From an optimization exercise on the open Yosys and OpenROAD flow, aimed at small area; shortcuts taken in it are not production practice.
RTL that was checked went through simulation tests only; none was proved equivalent to the original.
Power and IR drop assume default switching activity. The flow treats the clock pin as an ideal source, which a real chip does not have.

==> v1 <==
==> flow/design.v (excerpt) <==
module sps_bus_reader (
    input  wire        clk,
    input  wire        rst,
    input  wire        start,
    input  wire        init,
    output wire        busy,
    output reg         done,
    output wire        rd_req,
    output wire [15:0] rd_ptr,
    output wire [6:0]  rd_len,
    input  wire        rx_valid,
    input  wire [7:0]  rx_byte,
    input  wire        rx_end,
    output wire [3:0]  last_result,
    output reg         rec_valid,
    output wire [2:0]  health,
    output reg  [31:0] bad_cnt,
    output reg  [31:0] good_cnt,
    input  wire [3:0]  rec_sel,
    output wire [31:0] rec_data
);
    reg  [2:0]  state;
    wire        st_d = state[2];
    wire        st_r = state[1];
    wire        st_x = state[0];
    function [7:0] crc_step;
        input [7:0] v;
        reg   [7:0] a;
        integer k;
        begin
            a = v;
            for (k = 0; k < 8; k = k + 1)
                a = a[7] ? ({a[6:0], 1'b0} ^ 8'h31) : {a[6:0], 1'b0};
            crc_step = a;
        end
    endfunction
    reg  [7:0]  acc;        
    reg  [1:0]  ph;         
    reg  [4:0]  grp;        
    reg         ovf;        
    reg         mism;       
    reg  [7:0]  sh [0:39];  
    reg  [31:0] record [0:9];
    reg  [1:0]  link;
    reg         lr3, lr2, lr1;
    integer i;
    wire req    = st_r & ~st_x;
    wire commit = st_r & st_x;
    assign busy   = |state;
    assign rd_req = req;
    assign rd_ptr = 16'h0202;
    assign rd_len = {1'b0, st_d, st_d, st_d, st_d, ~st_d, ~st_d};
    assign last_result = {lr3, lr2, lr1, lr2};
    assign health      = {link, link[0]};
    wire [7:0] x     = acc ^ rx_byte;
    wire       at20  = grp[4] & grp[2];             
  ...
==> module sps_bus_reader, before the edit <==
module sps_bus_reader (
    input  wire        clk,
    input  wire        rst,
    input  wire        start,
    input  wire        init,
    output wire        busy,
    output reg         done,
    output wire        rd_req,
    output wire [15:0] rd_ptr,
    output wire [6:0]  rd_len,
    input  wire        rx_valid,
    input  wire [7:0]  rx_byte,
    input  wire        rx_end,
    output wire [3:0]  last_result,
    output reg         rec_valid,
    output wire [2:0]  health,
    output reg  [31:0] bad_cnt,
    output reg  [31:0] good_cnt,
    input  wire [3:0]  rec_sel,
    output wire [31:0] rec_data
);
    reg  [2:0]  state;
    wire        st_d = state[2];
    wire        st_r = state[1];
    wire        st_x = state[0];
    function [7:0] crc_step;
        input [7:0] v;
        reg   [7:0] a;
        integer k;
        begin
            a = v;
            for (k = 0; k < 8; k = k + 1)
                a = a[7] ? ({a[6:0], 1'b0} ^ 8'h31) : {a[6:0], 1'b0};
            crc_step = a;
        end
    endfunction
    reg  [7:0]  acc;        
    reg  [1:0]  ph;         
    reg  [4:0]  grp;        
    reg         ovf;        
    reg         mism;       
    reg  [7:0]  sh [0:39];  
    reg  [31:0] record [0:9];
    reg  [1:0]  link;
    reg         lr3, lr2, lr1;
    integer i;
    wire req    = st_r & ~st_x;
    wire commit = st_r & st_x;
    assign busy   = |state;
    assign rd_req = req;
    assign rd_ptr = 16'h0202;
    assign rd_len = {1'b0, st_d, st_d, st_d, st_d, ~st_d, ~st_d};
    assign last_result = {lr3, lr2, lr1, lr2};
    assign health      = {link, link[0]};
    wire [7:0] x     = acc ^ rx_byte;
    wire       at20  = grp[4] & grp[2];             
    wire       ph0   = ~ph[1] & ~ph[0];
    wire       len60 = ~ovf & ph0 & at20;
    wire       rdy_ok = ~mism & ~ovf & ph0 & (grp == 5'd1);
    wire       ok    = st_d & len60 & ~mism;
    always @(posedge clk) begin
        if (req) begin
            acc  <= 8'hFF;
            ph   <= 2'd0;
            grp  <= 5'd0;
            ovf  <= 1'b0;
            mism <= 1'b0;
        end else if (rx_valid) begin
            if (ph[1]) begin
                ph  <= 2'd0;
                acc <= 8'hFF;
                grp <= grp + 5'd1;
                if (x != 8'h00)
                    mism <= 1'b1;
            end else begin
                ph  <= {ph[0], ~ph[0]};
                acc <= crc_step(x);
                if (ph0 & at20)
                    ovf <= 1'b1;
                if (~st_d && (rx_byte[7:1] != 7'd0 || rx_byte[0] != ph[0]))
                    mism <= 1'b1;
            end
        end
    end
    always @(posedge clk) begin
        if (rx_valid & ~ph[1]) begin
            sh[0] <= rx_byte;
            for (i = 1; i < 40; i = i + 1)
                sh[i] <= sh[i-1];
        end
    end
    always @(posedge clk) begin
        if (commit & ok)
            for (i = 0; i < 10; i = i + 1)
                record[i] <= {sh[39-4*i], sh[38-4*i], sh[37-4*i], sh[36-4*i]};
    end
    reg [31:0] rd;
    always @(*) begin
        rd = 32'h0;
        for (i = 0; i < 8; i = i + 1)
            if (rec_sel == i)
                rd = rd | record[i];
        if (rec_sel[3] & ~rec_sel[0]) rd = rd | record[8];
        if (rec_sel[3] &  rec_sel[0]) rd = rd | record[9];
    end
    assign rec_data = rd;
    wire        idle_init = ~busy & init & ~start;
    wire        bad_up    = commit & ~ok;
    wire        good_up   = commit & ok;
    reg  [32:0] bc, gc;
    always @(*) begin
        bc[0] = bad_up  & ~(&bad_cnt);
        gc[0] = good_up & ~(&good_cnt);
        for (i = 0; i < 32; i = i + 1) begin
            bc[i+1] = bc[i] & bad_cnt[i];
            gc[i+1] = gc[i] & good_cnt[i];
        end
    end
    always @(posedge clk) begin
        if (rst | idle_init | good_up)
            bad_cnt <= 32'd0;
        else
            bad_cnt <= bad_cnt ^ bc[31:0];
        if (rst | idle_init)
            good_cnt <= 32'd1;
        else
            good_cnt <= good_cnt ^ gc[31:0];
    end
    always @(posedge clk) begin
        if (rst) begin
            state     <= 3'b000;
            done      <= 1'b0;
            lr3       <= 1'b1;
            lr2       <= 1'b1;
            lr1       <= 1'b1;
            rec_valid <= 1'b0;
            link      <= 2'b00;
        end else begin
            done <= commit;
            case (state)
                3'b000: if (start) state <= 3'b010;
                3'b010: state <= 3'b001;
                3'b001: if (rx_end) state <= rdy_ok ? 3'b110 : 3'b011;
                3'b110: state <= 3'b101;
                3'b101: if (rx_end) state <= 3'b111;
                default: state <= 3'b000;
            endcase
            if (idle_init)
                link <= 2'b00;
            if (commit) begin
                lr3 <= ~st_d;
                lr2 <= st_d & ~(len60 & ~mism);
                lr1 <= st_d & ~len60;
                if (ok) begin
                    rec_valid <= 1'b1;
                    link      <= 2'b01;
                end else if (|bad_cnt[31:2]) begin
                    link      <= 2'b10;
                end
            end
        end
    end
endmodule
clock: 10.0 ns
lec_check: 0
cap_margin: 20
core_margin: 2
core_utilization: 40
slew_margin: 20
run.sh (not shown) runs the stock make flow with config.mk's settings and CLKGATE_MAP_FILE= SYNTH_SCRIPT=/design/flow/synth_recipe.tcl, a recipe that flattens the netlist after the stock synthesis.
==> v39: changes against v1 <==
- CORE_UTILIZATION: 40 -> 65
- CTS_BUF_LIST: default -> sky130_fd_sc_hd__clkbuf_4 sky130_fd_sc_hd__clkbuf_8
==> v33: changes against v1 <==
--- a/flow/design.v
+++ b/flow/design.v
@@ -4,7 +4,7 @@
     input  wire        start,
     input  wire        init,
     output wire        busy,
-    output reg         done,
+    output wire        done,
     output wire        rd_req,
     output wire [15:0] rd_ptr,
     output wire [6:0]  rd_len,
@@ -23,18 +23,20 @@
     wire        st_d = state[2];
     wire        st_r = state[1];
     wire        st_x = state[0];
-    function [7:0] crc_step;
-        input [7:0] v;
-        reg   [7:0] a;
+    function [7:0] crc8;
+        input [7:0] b0;
+        input [7:0] b1;
+        reg   [7:0] acc;
+        reg  [15:0] w;
         integer k;
         begin
-            a = v;
-            for (k = 0; k < 8; k = k + 1)
-                a = a[7] ? ({a[6:0], 1'b0} ^ 8'h31) : {a[6:0], 1'b0};
-            crc_step = a;
+            acc = 8'hFF;
+            w   = {b0, b1};
+            for (k = 15; k >= 0; k = k - 1)
+                acc = (acc[7] ^ w[k]) ? ({acc[6:0], 1'b0} ^ 8'h31) : {acc[6:0], 1'b0};
+            crc8 = acc;
         end
     endfunction
-    reg  [7:0]  acc;        
     reg  [1:0]  ph;         
     reg  [4:0]  grp;        
     reg         ovf;        
@@ -44,23 +46,24 @@
     reg  [1:0]  link;
     reg         lr3, lr2, lr1;
     integer i;
+    wire idle   = ~st_r & ~st_x;
     wire req    = st_r & ~st_x;
     wire commit = st_r & st_x;
-    assign busy   = |state;
+    assign busy   = ~idle;
+    assign done   = st_d & idle;
     assign rd_req = req;
     assign rd_ptr = 16'h0202;
     assign rd_len = {1'b0, st_d, st_d, st_d, st_d, ~st_d, ~st_d};
     assign last_result = {lr3, lr2, lr1, lr2};
     assign health      = {link, link[0]};
-    wire [7:0] x     = acc ^ rx_byte;
-    wire       at20  = grp[4] & grp[2];             
-    wire       ph0   = ~ph[1] & ~ph[0];
-    wire       len60 = ~ovf & ph0 & at20;
-    wire       rdy_ok = ~mism & ~ovf & ph0 & (grp == 5'd1);
-    wire       ok    = st_d & len60 & ~mism;
+    wire       at20   = grp[4] & grp[2];            
+    wire       ph0    = ~ph[1] & ~ph[0];
+    wire       len60  = ~ovf & ph0 & at20;
+    wire       rdy_ok = ~mism & ~ovf & ph0 & (grp == 5'd1) &
+                        (sh[1] == 8'h00) & (sh[0] == 8'h01);
+    wire       ok     = st_d & len60 & ~mism;
     always @(posedge clk) begin
         if (req) begin
-            acc  <= 8'hFF;
             ph   <= 2'd0;
             grp  <= 5'd0;
             ovf  <= 1'b0;
@@ -68,17 +71,13 @@
         end else if (rx_valid) begin
             if (ph[1]) begin
                 ph  <= 2'd0;
-                acc <= 8'hFF;
                 grp <= grp + 5'd1;
-                if (x != 8'h00)
+                if (crc8(sh[1], sh[0]) != rx_byte)
                     mism <= 1'b1;
             end else begin
                 ph  <= {ph[0], ~ph[0]};
-                acc <= crc_step(x);
                 if (ph0 & at20)
                     ovf <= 1'b1;
-                if (~st_d && (rx_byte[7:1] != 7'd0 || rx_byte[0] != ph[0]))
-                    mism <= 1'b1;
             end
         end
     end
@@ -94,17 +93,25 @@
             for (i = 0; i < 10; i = i + 1)
                 record[i] <= {sh[39-4*i], sh[38-4*i], sh[37-4*i], sh[36-4*i]};
     end
-    reg [31:0] rd;
-    always @(*) begin
-        rd = 32'h0;
-        for (i = 0; i < 8; i = i + 1)
-            if (rec_sel == i)
-                rd = rd | record[i];
-        if (rec_sel[3] & ~rec_sel[0]) rd = rd | record[8];
-        if (rec_sel[3] &  rec_sel[0]) rd = rd | record[9];
-    end
-    assign rec_data = rd;
-    wire        idle_init = ~busy & init & ~start;
+    wire [9:0] fsel;
+    genvar g, b;
+    generate
+        for (g = 0; g < 8; g = g + 1) begin : SEL
+            assign fsel[g] = (rec_sel == g);
+        end
+    endgenerate
+    assign fsel[8] = rec_sel[3] & ~rec_sel[0];
+    assign fsel[9] = rec_sel[3] &  rec_sel[0];
+    generate
+        for (b = 0; b < 32; b = b + 1) begin : RD
+            wire [9:0] d;
+            for (g = 0; g < 10; g = g + 1) begin : F
+                assign d[g] = record[g][b];
+            end
+            sps_mux10 m (.s(fsel), .d(d), .y(rec_data[b]));
+        end
+    endgenerate
+    wire        idle_init = idle & init & ~start;
     wire        bad_up    = commit & ~ok;
     wire        good_up   = commit & ok;
     reg  [32:0] bc, gc;
@@ -129,21 +136,19 @@
     always @(posedge clk) begin
         if (rst) begin
             state     <= 3'b000;
-            done      <= 1'b0;
             lr3       <= 1'b1;
             lr2       <= 1'b1;
             lr1       <= 1'b1;
             rec_valid <= 1'b0;
             link      <= 2'b00;
         end else begin
-            done <= commit;
             case (state)
-                3'b000: if (start) state <= 3'b010;
+                3'b000, 3'b100: state <= start ? 3'b010 : 3'b000;
                 3'b010: state <= 3'b001;
                 3'b001: if (rx_end) state <= rdy_ok ? 3'b110 : 3'b011;
                 3'b110: state <= 3'b101;
                 3'b101: if (rx_end) state <= 3'b111;
-                default: state <= 3'b000;
+                default: state <= 3'b100;
             endcase
             if (idle_init)
                 link <= 2'b00;
@@ -161,3 +166,33 @@
         end
     end
 endmodule
+module sps_mux10 (
+    input  wire [9:0] s,
+    input  wire [9:0] d,
+    output wire       y
+);
+    wire n0, n1, n2, n3;
+    sps_aoi222 g0 (.a0(s[0]), .a1(d[0]), .b0(s[1]), .b1(d[1]), .c0(s[2]), .c1(d[2]), .y(n0));
+    sps_aoi222 g1 (.a0(s[3]), .a1(d[3]), .b0(s[4]), .b1(d[4]), .c0(s[5]), .c1(d[5]), .y(n1));
+    sps_aoi222 g2 (.a0(s[6]), .a1(d[6]), .b0(s[7]), .b1(d[7]), .c0(s[8]), .c1(d[8]), .y(n2));
+    sps_nand2  g3 (.a(s[9]), .b(d[9]), .y(n3));
+    sps_nand4  g4 (.a(n0), .b(n1), .c(n2), .d(n3), .y(y));
+endmodule
+module sps_aoi222 (
+    input  wire a0, a1, b0, b1, c0, c1,
+    output wire y
+);
+    assign y = ~((a0 & a1) | (b0 & b1) | (c0 & c1));
+endmodule
+module sps_nand2 (
+    input  wire a, b,
+    output wire y
+);
+    assign y = ~(a & b);
+endmodule
+module sps_nand4 (
+    input  wire a, b, c, d,
+    output wire y
+);
+    assign y = ~(a & b & c & d);
+endmodule
==> flow/flow/run.sh (new file) <==
#!/bin/bash
# Standard ORFS layout, with two changes: the port buffers are buf_1 cells,
# and the clock tree uses larger sink clusters and no dummy loads.
set -euo pipefail
export BUFFER_PORTS_ARGS="-buffer_cell sky130_fd_sc_hd__buf_1"
export CTS_ARGS="-sink_clustering_enable -repair_clock_nets -sink_clustering_size 30 -sink_clustering_max_diameter 100 -dont_use_dummy_load"
bash standard.sh > standard_make.log 2>&1
==> flow/standard.sh (new file) <==
#!/bin/bash
# synth_recipe.tcl (not shown) runs the flow's synth.tcl, then flattens the netlist and writes it again
# the make line also repeats each setting of config.mk as NAME=value (left out here)
make -C /OpenROAD-flow-scripts/flow DESIGN_CONFIG=/design/flow/config.mk WORK_HOME=/design/flow/orfs CLKGATE_MAP_FILE= SYNTH_SCRIPT=/design/flow/synth_recipe.tcl "${@:-finish}"
- SYNTH_HIERARCHICAL: default -> 1
removed: flow/run.sh
==> v26: changes against v1 <==
--- a/flow/design.v
+++ b/flow/design.v
@@ -4,7 +4,7 @@
     input  wire        start,
     input  wire        init,
     output wire        busy,
-    output reg         done,
+    output wire        done,
     output wire        rd_req,
     output wire [15:0] rd_ptr,
     output wire [6:0]  rd_len,
@@ -23,18 +23,20 @@
     wire        st_d = state[2];
     wire        st_r = state[1];
     wire        st_x = state[0];
-    function [7:0] crc_step;
-        input [7:0] v;
-        reg   [7:0] a;
+    function [7:0] crc8;
+        input [7:0] b0;
+        input [7:0] b1;
+        reg   [7:0] acc;
+        reg  [15:0] w;
         integer k;
         begin
-            a = v;
-            for (k = 0; k < 8; k = k + 1)
-                a = a[7] ? ({a[6:0], 1'b0} ^ 8'h31) : {a[6:0], 1'b0};
-            crc_step = a;
+            acc = 8'hFF;
+            w   = {b0, b1};
+            for (k = 15; k >= 0; k = k - 1)
+                acc = (acc[7] ^ w[k]) ? ({acc[6:0], 1'b0} ^ 8'h31) : {acc[6:0], 1'b0};
+            crc8 = acc;
         end
     endfunction
-    reg  [7:0]  acc;        
     reg  [1:0]  ph;         
     reg  [4:0]  grp;        
     reg         ovf;        
@@ -44,23 +46,24 @@
     reg  [1:0]  link;
     reg         lr3, lr2, lr1;
     integer i;
+    wire idle   = ~st_r & ~st_x;
     wire req    = st_r & ~st_x;
     wire commit = st_r & st_x;
-    assign busy   = |state;
+    assign busy   = ~idle;
+    assign done   = st_d & idle;
     assign rd_req = req;
     assign rd_ptr = 16'h0202;
     assign rd_len = {1'b0, st_d, st_d, st_d, st_d, ~st_d, ~st_d};
     assign last_result = {lr3, lr2, lr1, lr2};
     assign health      = {link, link[0]};
-    wire [7:0] x     = acc ^ rx_byte;
-    wire       at20  = grp[4] & grp[2];             
-    wire       ph0   = ~ph[1] & ~ph[0];
-    wire       len60 = ~ovf & ph0 & at20;
-    wire       rdy_ok = ~mism & ~ovf & ph0 & (grp == 5'd1);
-    wire       ok    = st_d & len60 & ~mism;
+    wire       at20   = grp[4] & grp[2];            
+    wire       ph0    = ~ph[1] & ~ph[0];
+    wire       len60  = ~ovf & ph0 & at20;
+    wire       rdy_ok = ~mism & ~ovf & ph0 & (grp == 5'd1) &
+                        (sh[1] == 8'h00) & (sh[0] == 8'h01);
+    wire       ok     = st_d & len60 & ~mism;
     always @(posedge clk) begin
         if (req) begin
-            acc  <= 8'hFF;
             ph   <= 2'd0;
             grp  <= 5'd0;
             ovf  <= 1'b0;
@@ -68,17 +71,13 @@
         end else if (rx_valid) begin
             if (ph[1]) begin
                 ph  <= 2'd0;
-                acc <= 8'hFF;
                 grp <= grp + 5'd1;
-                if (x != 8'h00)
+                if (crc8(sh[1], sh[0]) != rx_byte)
                     mism <= 1'b1;
             end else begin
                 ph  <= {ph[0], ~ph[0]};
-                acc <= crc_step(x);
                 if (ph0 & at20)
                     ovf <= 1'b1;
-                if (~st_d && (rx_byte[7:1] != 7'd0 || rx_byte[0] != ph[0]))
-                    mism <= 1'b1;
             end
         end
     end
@@ -94,17 +93,25 @@
             for (i = 0; i < 10; i = i + 1)
                 record[i] <= {sh[39-4*i], sh[38-4*i], sh[37-4*i], sh[36-4*i]};
     end
-    reg [31:0] rd;
-    always @(*) begin
-        rd = 32'h0;
-        for (i = 0; i < 8; i = i + 1)
-            if (rec_sel == i)
-                rd = rd | record[i];
-        if (rec_sel[3] & ~rec_sel[0]) rd = rd | record[8];
-        if (rec_sel[3] &  rec_sel[0]) rd = rd | record[9];
-    end
-    assign rec_data = rd;
-    wire        idle_init = ~busy & init & ~start;
+    wire [9:0] fsel;
+    genvar g, b;
+    generate
+        for (g = 0; g < 8; g = g + 1) begin : SEL
+            assign fsel[g] = (rec_sel == g);
+        end
+    endgenerate
+    assign fsel[8] = rec_sel[3] & ~rec_sel[0];
+    assign fsel[9] = rec_sel[3] &  rec_sel[0];
+    generate
+        for (b = 0; b < 32; b = b + 1) begin : RD
+            wire [9:0] d;
+            for (g = 0; g < 10; g = g + 1) begin : F
+                assign d[g] = record[g][b];
+            end
+            sps_mux10 m (.s(fsel), .d(d), .y(rec_data[b]));
+        end
+    endgenerate
+    wire        idle_init = idle & init & ~start;
     wire        bad_up    = commit & ~ok;
     wire        good_up   = commit & ok;
     reg  [32:0] bc, gc;
@@ -129,21 +136,19 @@
     always @(posedge clk) begin
         if (rst) begin
             state     <= 3'b000;
-            done      <= 1'b0;
             lr3       <= 1'b1;
             lr2       <= 1'b1;
             lr1       <= 1'b1;
             rec_valid <= 1'b0;
             link      <= 2'b00;
         end else begin
-            done <= commit;
             case (state)
-                3'b000: if (start) state <= 3'b010;
+                3'b000, 3'b100: state <= start ? 3'b010 : 3'b000;
                 3'b010: state <= 3'b001;
                 3'b001: if (rx_end) state <= rdy_ok ? 3'b110 : 3'b011;
                 3'b110: state <= 3'b101;
                 3'b101: if (rx_end) state <= 3'b111;
-                default: state <= 3'b000;
+                default: state <= 3'b100;
             endcase
             if (idle_init)
                 link <= 2'b00;
@@ -161,3 +166,33 @@
         end
     end
 endmodule
+module sps_mux10 (
+    input  wire [9:0] s,
+    input  wire [9:0] d,
+    output wire       y
+);
+    wire n0, n1, n2, n3;
+    sps_aoi222 g0 (.a0(s[0]), .a1(d[0]), .b0(s[1]), .b1(d[1]), .c0(s[2]), .c1(d[2]), .y(n0));
+    sps_aoi222 g1 (.a0(s[3]), .a1(d[3]), .b0(s[4]), .b1(d[4]), .c0(s[5]), .c1(d[5]), .y(n1));
+    sps_aoi222 g2 (.a0(s[6]), .a1(d[6]), .b0(s[7]), .b1(d[7]), .c0(s[8]), .c1(d[8]), .y(n2));
+    sps_nand2  g3 (.a(s[9]), .b(d[9]), .y(n3));
+    sps_nand4  g4 (.a(n0), .b(n1), .c(n2), .d(n3), .y(y));
+endmodule
+module sps_aoi222 (
+    input  wire a0, a1, b0, b1, c0, c1,
+    output wire y
+);
+    assign y = ~((a0 & a1) | (b0 & b1) | (c0 & c1));
+endmodule
+module sps_nand2 (
+    input  wire a, b,
+    output wire y
+);
+    assign y = ~(a & b);
+endmodule
+module sps_nand4 (
+    input  wire a, b, c, d,
+    output wire y
+);
+    assign y = ~(a & b & c & d);
+endmodule
==> flow/flow/run.sh (new file) <==
#!/bin/bash
# Standard ORFS layout, with two changes: the port buffers are buf_1 cells,
# and the clock tree uses larger sink clusters and no dummy loads.
set -euo pipefail
export BUFFER_PORTS_ARGS="-buffer_cell sky130_fd_sc_hd__buf_1"
export CTS_ARGS="-sink_clustering_enable -repair_clock_nets -sink_clustering_size 25 -sink_clustering_max_diameter 100 -dont_use_dummy_load"
bash standard.sh > standard_make.log 2>&1
==> flow/standard.sh (new file) <==
#!/bin/bash
# synth_recipe.tcl (not shown) runs the flow's synth.tcl, then flattens the netlist and writes it again
# the make line also repeats each setting of config.mk as NAME=value (left out here)
make -C /OpenROAD-flow-scripts/flow DESIGN_CONFIG=/design/flow/config.mk WORK_HOME=/design/flow/orfs CLKGATE_MAP_FILE= SYNTH_SCRIPT=/design/flow/synth_recipe.tcl "${@:-finish}"
- SYNTH_HIERARCHICAL: default -> 1
removed: flow/run.sh
==> qor summary <==
Run status: v26 complete, no violations; v1 complete, no violations; v39 complete, no violations; v33 complete, no violations
Register share of total power: v26 67.0%; v1 56.2%; v39 58.1%; v33 68.9%
Die Span X: v26 253 um; v1 257 um; v39 203 um; v33 253 um
Global routing's busiest layer: v26 met2; v1 met2; v39 met1; v33 met2
Part of the total power dissipated in the clock network: v26 27.2%; v1 38.4%; v39 36.5%; v33 25.1%
Core utilization of the finished layout: v26 44.2%; v1 47.5%; v39 76.3%; v33 43.9%
Row cnt: v26 91; v1 92; v39 72; v33 91
Sw Share: v26 21.3%; v1 22.2%; v39 21.8%; v33 21.4%
Die Area: v26 0.0641 sq mm; v1 0.0662 sq mm; v39 0.0411 sq mm; v33 0.0641 sq mm
Wire length of the first global-routing pass: v26 70300 um; v1 71000 um; v39 70000 um; v33 70000 um
Post-synthesis to final-layout area growth: v26 9.57%; v1 17.1%; v39 15.4%; v33 8.86%
Post-route total power: v26 5440 uW; v1 6670 uW; v39 6460 uW; v33 5280 uW
Final HPWL from detailed placement: v26 28400 um; v1 27300 um; v39 27000 um; v33 28400 um
Wire length per cell after detailed routing: v26 21.5 um; v1 19.5 um; v39 21.2 um; v33 21.4 um
Sequential Power: v26 3640 uW; v1 3750 uW; v39 3750 uW; v33 3640 uW
Global-route track usage on met1: v26 20.8%; v1 19.9%; v39 34.9%; v33 20.7%
Multi-input combinational cell area: v26 0.00379 sq mm; v1 0.00427 sq mm; v39 0.00426 sq mm; v33 0.00379 sq mm
Via density per instance: v26 5.39; v1 5.09; v39 5.74; v33 5.36
Endpoint of the worst hold-timing path: v26 sh[15][3]; v1 record[0][26]; v39 record[0][27]; v33 record[4][21]
Fraction of post-synthesis cell area in the top cell type by area: v26 77.4%; v1 74.9%; v39 74.9%; v33 77.4%
CTS Buf Count: v26 35; v1 71; v39 108; v33 28
The RTL of v33 and v26 was laid out without a check of its function.

port drivers added, routing unchanged:
Ports are ideal in the flow. The routed layouts listed here were re-timed in OpenROAD.
Step 1: set_driving_cell puts a clkbuf_16 on clk and a buf_2 on each other input, an assumption about the parent block.
Step 2, shift: input delay + t, output delay - t, t = (earliest + latest rising clock arrival at the registers) / 2. This alone moves slack from input paths to output paths.
Slacks: no drivers / after step 1 / after step 2; pairs: no drivers / after step 1.
run	shift t [ns]	setup WS [ns]	worst setup path after step 2	slew at the worst register clock pin (ns)
v1	0.654	2.635 / 2.635 / 2.635	register to register	0.07 / 0.07
v39	0.701	2.517 / 2.517 / 2.517	register to register	0.07 / 0.07
v33	0.640	2.549 / 2.549 / 2.549	register to register	0.12 / 0.12
v26	0.609	2.596 / 2.596 / 2.596	register to register	0.10 / 0.10
After both steps setup and hold are still met in every run listed.
